Source: an optimization exercise on an open RTL-to-GDS flow (aim: small area, a short achievable clock period and few clock cycles). Production flows keep margins and buffers that such runs may drop. The RTL was checked by simulation tests, not by an equivalence proof against the original design. Power and IR drop assume default switching activity.

==> flow/design.v (excerpt) <==
module softsynth_core (
    input  wire        clk,
    input  wire        rst,             
    input  wire        cmd_valid,
    output wire        cmd_ready,
    input  wire [31:0] cmd,
    input  wire [15:0] cfg_attack_ms0,
    input  wire [15:0] cfg_decay_ms0,
    input  wire [15:0] cfg_release_ms0,
    input  wire [15:0] cfg_sustain0,
    input  wire [15:0] cfg_attack_ms1,
    input  wire [15:0] cfg_decay_ms1,
    input  wire [15:0] cfg_release_ms1,
    input  wire [15:0] cfg_sustain1,
    output reg  [15:0] out_sample,
    output reg         out_valid,
    output wire [31:0] out_rsp,
    output wire [7:0]  fault_code,
    output wire        fault
);
    localparam [7:0] OP_SET_FREQ    = 8'h01,
                     OP_SET_VOL     = 8'h02,
                     OP_VOL         = 8'h03,
                     OP_GET         = 8'h04,
                     OP_ADVANCE     = 8'h05,
                     OP_STOP        = 8'h06,
                     OP_STEP        = 8'h07,
                     OP_VOICE_RESET = 8'h08,
                     OP_MOD_SETVOL  = 8'h10,
  ...
Size: ~500 flip-flops, ~220 I/O pins.
export LEC_CHECK = 0
export CAP_MARGIN = 20
export CORE_MARGIN = 2
export CORE_UTILIZATION = 40
export SLEW_MARGIN = 20
create_clock -name core_clock -period 12.0 [get_ports {clk}]
standard.sh (not shown) runs the stock make flow with config.mk's settings and CLKGATE_MAP_FILE= SYNTH_SCRIPT=/design/flow/synth_recipe.tcl, a recipe that flattens the netlist after the stock synthesis.
==> flow/flow/run.sh <==
#!/bin/bash
set -euo pipefail
bash standard.sh SETUP_SLACK_MARGIN=7 "BUFFER_PORTS_ARGS=-buffer_cell sky130_fd_sc_hd__buf_4" finish > make_finish.log 2>&1
Testbench counts at the start, summed over its fixed seeds: cycles 72,633.
Rerun with:
--- a/flow/design.v
+++ b/flow/design.v
@@ -306,41 +306,58 @@
     wire fin = (rs_go && (rs_zero || st_r3)) || (st_dw && !rc) ||
                (st_c1 && ticks_j == 22'd0) || st_c6;
     wire sv_d0 = c_set_vol && sel0 && (tag0 == T_DECAY);
     wire sv_d1 = c_set_vol && sel1 && (tag1 == T_DECAY);
     wire sv_a0 = c_set_vol && sel0 && (tag0 == T_ATTACK);
     wire sv_a1 = c_set_vol && sel1 && (tag1 == T_ATTACK);
     wire ramp0 = (c_set_freq || c_stop) && sel0;
     wire ramp1 = (c_set_freq || c_stop) && sel1;
     wire tr0   = adv0 && trans0;
     wire tr1   = adv1 && trans1;
     wire idle  = ready;
+    reg  bg_arm, bg_run, bg_ok, bg_v;
+    wire att0     = (tag0 == T_ATTACK);
+    wire att1     = (tag1 == T_ATTACK);
+    wire bg_start = idle && !bg_arm && !bg_run && !bg_ok && (att0 || att1);
+    wire bg_busy  = bg_arm || bg_run || bg_start;
+    wire bg_use0  = bg_ok && !bg_v;
+    wire bg_use1  = bg_ok && bg_v;
+    wire job_go   = sv_d0 || sv_d1 || tr0 || tr1 || sv_a0 || sv_a1 || ramp0 || ramp1;
+    wire bg_kill  = is_reset || job_go || c_set_vol || c_set_freq || c_stop || c_vreset;
+    wire bg_last  = bg_run && (cnt == 4'd14);
     always @(posedge clk) begin
         if (is_reset) begin
             {st_s1, st_r1, st_r2, st_r3, st_div, st_dw, st_c1, st_c2, st_c3, st_c5, st_mul, st_c6} <= 12'd0;
             pend1 <= 1'b0;
             ready <= 1'b1;
         end else if (idle) begin
-            if (sv_d0 || sv_d1 || tr0 || tr1) begin
+            if ((tr0 && bg_use0) || (tr1 && !tr0 && bg_use1)) begin
+                st_r1 <= 1'b1;         
+                jv    <= !tr0;
+                rc    <= 1'b0;
+                pend1 <= tr0 && tr1;
+                ready <= 1'b0;
+            end else if (sv_d0 || sv_d1 || tr0 || tr1) begin
                 st_s1 <= 1'b1;
                 jv    <= sv_d1 || (tr1 && !tr0);
                 rc    <= sv_d0 || sv_d1;
                 pend1 <= tr0 && tr1;
                 ready <= 1'b0;
             end else if (sv_a0 || sv_a1) begin
                 st_c1 <= 1'b1;
                 jv    <= sv_a1;
                 rc    <= 1'b1;
                 ready <= 1'b0;
             end else if (ramp0 || ramp1) begin
-                st_r2 <= 1'b1;
+                st_r2 <= !bg_busy;     
+                st_r1 <= bg_busy;
                 jv    <= ramp1;
                 rc    <= 1'b0;
                 ready <= 1'b0;
             end
         end else begin
             st_s1  <= 1'b0;
             st_r1  <= last_mul && msus && !rc;
             st_r2  <= st_r1;
             st_r3  <= (st_r2 || st_r3) && rs_big;
             st_div <= (st_div && !last_div) || (rs_go && !rs_zero && !st_r3) ||
                       (st_c3 && sreg == 3'd0 && s_j == 3'd0);
@@ -354,25 +371,49 @@
             if (fin) begin
                 if (pend1) begin
                     st_s1 <= 1'b1;
                     jv    <= 1'b1;
                     rc    <= 1'b0;
                     pend1 <= 1'b0;
                 end else begin
                     ready <= 1'b1;
                 end
             end
         end
-        if (idle) begin
+        if (idle && !bg_busy) begin
             mR <= ms_c;                
         end
+        if (bg_kill) begin
+            bg_arm <= 1'b0;
+            bg_run <= 1'b0;
+            bg_ok  <= 1'b0;
+        end else if (bg_start) begin
+            bg_arm <= 1'b1;
+            jv     <= !att0;
+        end else if (bg_arm) begin
+            bg_arm <= 1'b0;
+            bg_run <= 1'b1;
+            bg_v   <= jv;
+        end else if (bg_last) begin
+            bg_run <= 1'b0;
+            bg_ok  <= 1'b1;
+        end
+        if (bg_arm) begin              
+            mA   <= peak_j;
+            mB   <= sn_j;
+            mR   <= 16'd0;
+            mQ   <= 15'd0;
+            msus <= 1'b1;
+            tt   <= 16'd32767;
+            cnt  <= 4'd0;
+        end
         if (st_s1) begin               
             mA   <= peak_j;
             mB   <= sn_j;
             mR   <= 16'd0;
             mQ   <= 15'd0;
             msus <= 1'b1;
             tt   <= 16'd32767;
             cnt  <= 4'd0;
         end
         if (st_r1 || st_c1)            
             mR <= ms_j;
@@ -412,23 +453,23 @@
             mA   <= M_j;
             mR   <= 16'd0;
             mQ   <= 15'd0;
             msus <= 1'b0;
             cnt  <= 4'd0;
         end
         if (st_div) begin
             mA  <= dA;
             mR  <= drA;
             cnt <= cnt + 4'd1;
         end
-        if (st_mul) begin
+        if (st_mul || bg_run) begin
             mA  <= {mA[13:0], 1'b0};
             mR  <= mrn;
             mQ  <= mqn;
             cnt <= cnt + 4'd1;
         end
     end
     ss_voice u_voice0 (
         .clk(clk),
         .clear(is_reset || (c_vreset && sel0)),
         .adv(adv0),
         .sf(c_set_freq && sel0),
Routed wire length drops slightly.
Power climbs by roughly a tenth.
Sequential power climbs by a few percent.
Via count stays flat.
Synthesized area barely changes.
Worst hold slack barely changes.
Die area hardly moves.
Sequential share of layout area climbs by 0.66 points.
Count of clock-buffer cells in the layout drops by 13.
Core utilization drops by 1.0 points.
Sequential cell count climbs by 4.
Testbench counts after the change, summed over its fixed seeds: cycles 71,491.

static timing again, ports no longer ideal:
How much do the figures lean on ideal ports? The routed layouts below were timed once more, with nothing changed but the port constraints.
Step 1, drivers: a clkbuf_16 drives clk and a buf_2 each remaining input, both assumed.
Step 2 adds t to the input delays and takes it off the output delays; t is the mean of the earliest and latest rising clock arrival at the registers after step 1. Input paths then give back, and output paths get back, about the clock's delay inside the block.
Slacks: ideal / step 1 / step 2; pairs: ideal / step 1.
| run | shift t [ns] | slack for setup (ns) | hold slack, ns | worst slew at a driven data input, ns | cell pins on the clock port's net |
|---|---|---|---|---|---|
| the first run | 0.700 | 6.439 / 6.439 / 6.401 | 0.454 / 0.454 / 0.454 | 0.10 | 1 |
| the second run | 0.714 | 7.049 / 7.049 / 6.499 | 0.453 / 0.453 / 0.453 | 0.08 | 1 |
After both steps setup and hold are still met in every run listed. For the second run, which loses most, drivers alone change the setup slack by 0.000 ns; drivers and shift together by -0.550 ns.
